From an optimization exercise on the open Yosys and OpenROAD flow, aimed at small area, a short achievable clock period and few clock cycles; shortcuts taken in it are not production practice. RTL that was checked went through simulation tests only; none was proved equivalent to the original. Power figures rest on the tool's default switching activity, not on a simulated workload.

Setup of run A:
## sfr_top
module sfr_top (
    input  wire        clk,
    input  wire        rst,
    input  wire        evt_valid,
    input  wire [31:0] evt_data,
    output wire        evt_ready,
    output wire        rec_valid,
    output reg  [2:0]  rec_port,
    output reg         rec_last,
    output reg  [7:0]  rec_data,
    output wire [15:0] status,
    output wire [31:0] config_word,
    output wire [31:0] baud_word,
    output wire [31:0] stage_word
);
Size in the first run: ~3000 cells after synthesis.
==> flow/config.mk <==
export PLATFORM = sky130hd
export DESIGN_NAME = sfr_top
export DESIGN_NICKNAME = sfr_top
export VERILOG_FILES = /design/flow/design.v
export SDC_FILE = /design/flow/constraint.sdc
export NUM_CORES = 4
export LEC_CHECK = 0
export CAP_MARGIN = 20
export CORE_MARGIN = 2
export CORE_UTILIZATION = 50
export SLEW_MARGIN = 20
==> flow/constraint.sdc <==
create_clock -name core_clock -period 10.0 [get_ports {clk}]
set_input_delay 2.0000 -clock core_clock [delete_from_list [all_inputs] [get_ports {clk}]]
set_output_delay 2.0000 -clock core_clock [all_outputs]
set_load 0.01 [all_outputs]
standard.sh (not shown) runs the stock make flow with config.mk's settings and CLKGATE_MAP_FILE= SYNTH_SCRIPT=/design/flow/synth_recipe.tcl, a recipe that flattens the netlist after the stock synthesis.
==> flow/flow/run.sh <==
#!/bin/bash
# Own layout flow: the standard ORFS flow (standard.sh) with these changes to how
# the layout is optimised (the design, clock period and constraints are unchanged):
#  - the port buffers are plain buffers (buf_2) instead of the delay cell buffer_ports
#    picks by default;
#  - the sizer may change a cell's footprint (MATCH_CELL_FOOTPRINT 0);
#  - clock tree synthesis adds no dummy loads and uses clkbuf_16 with up to 26 sinks per leaf buffer;
set -euo pipefail
MARGIN=${MARGIN:-7.0}
TNS=${TNS:-10}
bash standard.sh SETUP_SLACK_MARGIN=$MARGIN TNS_END_PERCENT=$TNS MATCH_CELL_FOOTPRINT=0 \
  "BUFFER_PORTS_ARGS=-buffer_cell sky130_fd_sc_hd__buf_2" \
  "CTS_ARGS=-sink_clustering_enable -repair_clock_nets -dont_use_dummy_load -sink_clustering_size 26 -sink_clustering_max_diameter 80 -buf_list sky130_fd_sc_hd__clkbuf_16" \
  finish > flow_make.log 2>&1
Testbench counts of run A, summed over its fixed seeds: cycles 88,023.
Relative to run A, the following input files were edited for run B:
--- a/flow/config.mk
+++ b/flow/config.mk
@@ -8,4 +8,4 @@
 export CAP_MARGIN = 20
 export CORE_MARGIN = 2
-export CORE_UTILIZATION = 50
+export CORE_UTILIZATION = 40
 export SLEW_MARGIN = 20
==> comparison <==
When the final numbers for run B and run A were put side by side, the worst path buffer plus inverter count turned out to be smaller in run A.
Diff run A -> run B | instance count after placement with tap cells included | up by a little under 10%
Comparing run B and run A, the lower standard cell core area was measured on run A.
Run A → run B: final design instance area without fill grew by 220 um^2, setup slack of the critical path after layout has decreased, power drawn by the clock network flat.
Run A -> run B: die area increased by more than 10%
### run B -> run C
--- a/flow/flow/run.sh
+++ b/flow/flow/run.sh
@@ -8,5 +8,5 @@
 set -euo pipefail
 MARGIN=${MARGIN:-7.0}
-TNS=${TNS:-10}
+TNS=${TNS:-3}
 bash standard.sh SETUP_SLACK_MARGIN=$MARGIN TNS_END_PERCENT=$TNS MATCH_CELL_FOOTPRINT=0 \
   "BUFFER_PORTS_ARGS=-buffer_cell sky130_fd_sc_hd__buf_2" \
--- a/flow/config.mk
+++ b/flow/config.mk
@@ -8,4 +8,4 @@
 export CAP_MARGIN = 20
 export CORE_MARGIN = 2
-export CORE_UTILIZATION = 40
+export CORE_UTILIZATION = 50
 export SLEW_MARGIN = 20
- ~same power in run B and run C
- Run B -> run C: adder-cell share of the synthesized area delta 0, exact match
- Between run B and run C, the flow reports instance area at placement decreasing slightly.
- Comparing run B and run C, the lower final core utilization was measured on run B.
- Of run B and run C, the lower routed wire length belongs to run B.

---

cedar:
sfr_top again, from the RTL that the note above started with.
export LEC_CHECK = 0
export CAP_MARGIN = 20
export CORE_MARGIN = 2
export CORE_UTILIZATION = 50
export SLEW_MARGIN = 20
create_clock -name core_clock -period 10.0 [get_ports {clk}]
==> flow/flow/run.sh <==
#!/bin/bash
# Own layout flow: the standard ORFS flow (standard.sh) with these changes to how
# the layout is optimised (the design, clock period and constraints are unchanged):
#  - the port buffers are plain buffers (buf_4) instead of the delay cell buffer_ports
#    picks by default;
#  - the sizer may change a cell's footprint (MATCH_CELL_FOOTPRINT 0);
#  - clock tree synthesis adds no dummy loads;
set -euo pipefail
MARGIN=${MARGIN:-7.0}
TNS=${TNS:-10}
bash standard.sh SETUP_SLACK_MARGIN=$MARGIN TNS_END_PERCENT=$TNS MATCH_CELL_FOOTPRINT=0 \
  "BUFFER_PORTS_ARGS=-buffer_cell sky130_fd_sc_hd__buf_4" \
  "CTS_ARGS=-sink_clustering_enable -repair_clock_nets -dont_use_dummy_load" \
  finish > flow_make.log 2>&1
cedar: no failed stages, no open violations at the end
Testbench counts of cedar, summed over its fixed seeds: cycles 88,023.
Setup changes, cedar to sierra
==> flow/flow/run.sh <==
#!/bin/bash
# Own layout flow: the standard ORFS flow (standard.sh) with these changes to how
# the layout is optimised (the design, clock period and constraints are unchanged):
#  - the port buffers are plain buffers (buf_2) instead of the delay cell buffer_ports
#    picks by default;
#  - the sizer may change a cell's footprint (MATCH_CELL_FOOTPRINT 0);
#  - clock tree synthesis adds no dummy loads and uses clkbuf_16 with up to 22 sinks per leaf buffer;
set -euo pipefail
MARGIN=${MARGIN:-7.0}
TNS=${TNS:-10}
bash standard.sh SETUP_SLACK_MARGIN=$MARGIN TNS_END_PERCENT=$TNS MATCH_CELL_FOOTPRINT=0 \
  "BUFFER_PORTS_ARGS=-buffer_cell sky130_fd_sc_hd__buf_2" \
  "CTS_ARGS=-sink_clustering_enable -repair_clock_nets -dont_use_dummy_load -sink_clustering_size 22 -sink_clustering_max_diameter 100 -buf_list sky130_fd_sc_hd__clkbuf_16" \
  finish > flow_make.log 2>&1
### Flow results
Area added between synthesis and finish in sierra vs cedar: down 4.6 points. Between cedar and sierra, the difference in area used by multi-input combinational logic is negligible. Run comparison: sierra end point of the critical path baud_stage[19]; cedar end point of the critical path rec_data[7]. sierra reports its top layer used by detailed routing as met5 while cedar reports met4. Share of total power in the clock network: sierra vs cedar down 9.0 points.
Inputs modified between sierra and xenon:
- CORE_UTILIZATION changed from 50 to 65
==> flow/flow/run.sh <==
#!/bin/bash
# Own layout flow: the standard ORFS flow (standard.sh) with these changes to how
# the layout is optimised (the design, clock period and constraints are unchanged):
#  - the port buffers are plain buffers (buf_2) instead of the delay cell buffer_ports
#    picks by default;
#  - the sizer may change a cell's footprint (MATCH_CELL_FOOTPRINT 0);
#  - clock tree synthesis adds no dummy loads and uses clkbuf_16 with up to 26 sinks per leaf buffer;
set -euo pipefail
MARGIN=${MARGIN:-7.0}
TNS=${TNS:-10}
bash standard.sh SETUP_SLACK_MARGIN=$MARGIN TNS_END_PERCENT=$TNS MATCH_CELL_FOOTPRINT=0 \
  "BUFFER_PORTS_ARGS=-buffer_cell sky130_fd_sc_hd__buf_2" \
  "CTS_ARGS=-sink_clustering_enable -repair_clock_nets -dont_use_dummy_load -sink_clustering_size 26 -sink_clustering_max_diameter 80 -buf_list sky130_fd_sc_hd__clkbuf_16" \
  finish > flow_make.log 2>&1
### Flow results
Between xenon and sierra, ratio of cells with drive above 1 in the final layout is higher for xenon, sierra comes in under that. Per the final summary, xenon finished and its layout is clean on timing, DRC and antenna. xenon against sierra: number of inserted diodes shows an increase of 1, combined global-route utilization of all metal layers shows an increase of 6.7 points. xenon supports a lower top clock frequency than sierra. Across both runs, share of power burned in the clock network was lower for xenon than for sierra. | final critical path time including I/O delays and setup | higher: xenon |.
### xenon -> indigo
- CORE_UTILIZATION: 65 -> 50
==> flow/flow/run.sh <==
#!/bin/bash
# Own layout flow: the standard ORFS flow (standard.sh) with these changes to how
# the layout is optimised (the design, clock period and constraints are unchanged):
#  - the port buffers are plain buffers (buf_2) instead of the delay cell buffer_ports
#    picks by default;
#  - the sizer may change a cell's footprint (MATCH_CELL_FOOTPRINT 0);
#  - clock tree synthesis adds no dummy loads and uses clkbuf_8 below a clkbuf_16 root;
set -euo pipefail
MARGIN=${MARGIN:-7.0}
TNS=${TNS:-10}
bash standard.sh SETUP_SLACK_MARGIN=$MARGIN TNS_END_PERCENT=$TNS MATCH_CELL_FOOTPRINT=0 \
  "BUFFER_PORTS_ARGS=-buffer_cell sky130_fd_sc_hd__buf_2" \
  "CTS_ARGS=-sink_clustering_enable -repair_clock_nets -dont_use_dummy_load -root_buf sky130_fd_sc_hd__clkbuf_16 -buf_list sky130_fd_sc_hd__clkbuf_8" \
  finish > flow_make.log 2>&1
Findings:
Source-to-sink clock delay at the later pin of the worst-skew pair, xenon and indigo: lower on xenon. Worst relative slew slack: higher on indigo. indigo does better than xenon on minimum clock period. Measured against indigo, the non-clock buffer count of xenon comes out at 1.07 times the reference value. indigo against xenon: final cell count went up 384, synthesized-area fraction occupied by xor and xnor cells flat. Power was lower in the run labelled xenon. NOTE number of fill cells xenon->indigo increased by more than half. In the tables for xenon and indigo, area growth from synthesis to layout reads higher with indigo.

---

Another version of the RTL of sfr_top (not shown whole).
Size: roughly 1200 flip-flops, ~160 I/O pins.
Settings: LEC_CHECK=0, CAP_MARGIN=20, CORE_MARGIN=2, CORE_UTILIZATION=50, SLEW_MARGIN=20; clock period 10.0 ns.
==> flow/flow/run.sh <==
#!/bin/bash
# Own layout flow: the standard ORFS flow (standard.sh) with these changes to how
# the layout is optimised (the design, clock period and constraints are unchanged):
#  - the port buffers are plain buffers (buf_2) instead of the delay cell buffer_ports
#    picks by default;
#  - the sizer may change a cell's footprint (MATCH_CELL_FOOTPRINT 0);
#  - clock tree synthesis adds no dummy loads and uses clkbuf_8 below a clkbuf_16 root, with up to 20 sinks per leaf buffer;
set -euo pipefail
MARGIN=${MARGIN:-7.0}
TNS=${TNS:-10}
bash standard.sh SETUP_SLACK_MARGIN=$MARGIN TNS_END_PERCENT=$TNS MATCH_CELL_FOOTPRINT=0 \
  "BUFFER_PORTS_ARGS=-buffer_cell sky130_fd_sc_hd__buf_2" \
  "CTS_ARGS=-sink_clustering_enable -repair_clock_nets -dont_use_dummy_load -sink_clustering_size 20 -root_buf sky130_fd_sc_hd__clkbuf_16 -buf_list sky130_fd_sc_hd__clkbuf_8" \
  finish > flow_make.log 2>&1
Edit:
==> flow/flow/run.sh (replaced) <==
#!/bin/bash
# Own layout flow: the standard ORFS flow (standard.sh) with these changes to how
# the layout is optimised (the design, clock period and constraints are unchanged):
#  - the port buffers are plain buffers (buf_4) instead of the delay cell buffer_ports
#    picks by default;
#  - the sizer may change a cell's footprint (MATCH_CELL_FOOTPRINT 0);
#  - clock tree synthesis adds no dummy loads;
set -euo pipefail
MARGIN=${MARGIN:-7.0}
TNS=${TNS:-10}
bash standard.sh SETUP_SLACK_MARGIN=$MARGIN TNS_END_PERCENT=$TNS MATCH_CELL_FOOTPRINT=0 \
  "BUFFER_PORTS_ARGS=-buffer_cell sky130_fd_sc_hd__buf_4" \
  "CTS_ARGS=-sink_clustering_enable -repair_clock_nets -dont_use_dummy_load" \
  finish > flow_make.log 2>&1
Effect:
- maximum frequency grows by about 4%
- global-route usage falls by 0.58 points
- sequential share of layout area barely changes
- cell count shrinks by about 2.6%
- synthesized area does not change
- worst hold slack is better by 0.0058 ns
- final area is about the same
- total power increases by 4.3%
- combinational power fell by about 4%
Edit:
--- a/flow/flow/run.sh
+++ b/flow/flow/run.sh
@@ -4 +4 @@
-#  - the port buffers are plain buffers (buf_4) instead of the delay cell buffer_ports
+#  - the port buffers are plain buffers (buf_2) instead of the delay cell buffer_ports
@@ -7 +7 @@
-#  - clock tree synthesis adds no dummy loads;
+#  - clock tree synthesis adds no dummy loads and uses clkbuf_16 with up to 26 sinks per leaf buffer;
@@ -12,2 +12,2 @@
-  "BUFFER_PORTS_ARGS=-buffer_cell sky130_fd_sc_hd__buf_4" \
-  "CTS_ARGS=-sink_clustering_enable -repair_clock_nets -dont_use_dummy_load" \
+  "BUFFER_PORTS_ARGS=-buffer_cell sky130_fd_sc_hd__buf_2" \
+  "CTS_ARGS=-sink_clustering_enable -repair_clock_nets -dont_use_dummy_load -sink_clustering_size 26 -sink_clustering_max_diameter 80 -buf_list sky130_fd_sc_hd__clkbuf_16" \
After rerunning: Clock power goes down by 35%. Clock skew goes down by 0.016 ns. Non-clock buffer count goes up by 25. Setup slack degrades by 0.085 ns. Cell count goes down by 0.86%. Total power goes down by 14%. Global-route usage goes down by 0.22 points. First-iteration DRC count goes down by 2.7%. Synthesized cell count stays the same. Via count goes down by 1.6%.
Function was not checked in any run of this note: the RTL went through the layout flow alone.

---

Setup of main:
sfr_top, a different RTL version from the one above (not shown whole).
Size in the first run: about 3100 cells after synthesis, about 1200 flip-flops, ~160 I/O pins.
export LEC_CHECK = 0
export CAP_MARGIN = 20
export CORE_MARGIN = 2
export CORE_UTILIZATION = 60
export SETUP_SLACK_MARGIN = 5
export SLEW_MARGIN = 20
create_clock -name core_clock -period 10.0 [get_ports {clk}]
run.sh (not shown) runs the stock make flow with config.mk's settings and CLKGATE_MAP_FILE= SYNTH_SCRIPT=/design/flow/synth_recipe.tcl, a recipe that flattens the netlist after the stock synthesis.
Stock flow here: none of the scripts above is used.
Testbench counts of main, summed over its fixed seeds: cycles 88,023.
For the feature branch, these inputs were changed with respect to main:
- SETUP_SLACK_MARGIN: 5 -> unset
==> flow/flow/run.sh (new file) <==
#!/bin/bash
set -euo pipefail
MARGIN=${MARGIN:-6.6}
TNS=${TNS:-10}
bash standard.sh SETUP_SLACK_MARGIN=$MARGIN TNS_END_PERCENT=$TNS finish > flow_make.log 2>&1
==> flow/standard.sh (new file) <==
#!/bin/bash
# synth_recipe.tcl (not shown) runs the flow's synth.tcl, then flattens the netlist and writes it again
# the make line also repeats each setting of config.mk as NAME=value (left out here)
make -C /OpenROAD-flow-scripts/flow DESIGN_CONFIG=/design/flow/config.mk WORK_HOME=/design/flow/orfs CLKGATE_MAP_FILE= SYNTH_SCRIPT=/design/flow/synth_recipe.tcl "${@:-finish}"
removed: flow/run.sh
--- outcome ---
- The lower total power of the feature branch and main is in main.
- Of the feature branch and main, the run reporting the higher met1 track utilization from global routing was the feature branch.
- Looking at total number of nets in the final design, the feature branch sits 3.6% higher than main does.
- Wire length of the first global-routing pass deteriorates in the feature branch relative to main.
- Summary: with main as the reference, total via count in the routed design in the feature branch moved up by a few percent.
- Diff main -> the feature branch | non-clock buffer instance count of the final layout | increase of 67%
- Looking at ratio of cells with drive above 1 in the final layout, the feature branch sits 6.2 points higher than main does.
- [the feature branch vs main] register fraction of the total cell area: lower in the feature branch

what the ideal ports hide:
No port has a modelled driver above. Below, the same layouts with a new extraction and two added sets of constraints. Step 1, drivers: a clkbuf_16 drives clk and a buf_2 each remaining input, both assumed. Step 2 times the ports against the registers' clock, not the clock port: input delays grow and output delays shrink by t, the midpoint of the rising clock arrivals with the driver on. a / b / c = ideal ports / drivers / drivers and shift; a / b = the first two.
run | t (ns) | setup WS [ns] | worst slew at a driven data input, ns
run A | 0.730 | 6.280 / 6.136 / 5.407 | 0.38
run B | 0.734 | 6.097 / 6.000 / 5.266 | 0.32
run C | 0.740 | 6.274 / 6.151 / 5.410 | 0.36
cedar | 0.750 | 6.249 / 6.123 / 5.373 | 0.36
sierra | 0.730 | 6.247 / 6.104 / 5.374 | 0.38
xenon | 0.691 | 6.117 / 6.063 / 5.372 | 0.31
indigo | 0.763 | 6.291 / 6.164 / 5.401 | 0.36
the first run of note 3 | 0.777 | 6.111 / 6.143 / 5.366 | 0.08
the second run of note 3 | 0.736 | 6.253 / 6.140 / 5.404 | 0.42
the third run of note 3 | 0.750 | 6.168 / 6.168 / 5.475 | 0.08
main | 0.750 | 5.236 / 5.282 / 4.532 | 0.19
the feature branch | 0.750 | 6.168 / 6.155 / 5.405 | 0.29
After both steps setup and hold are still met in every run listed. The setup slack of indigo, which loses most, moves by -0.127 ns with the drivers and by -0.890 ns with both steps.
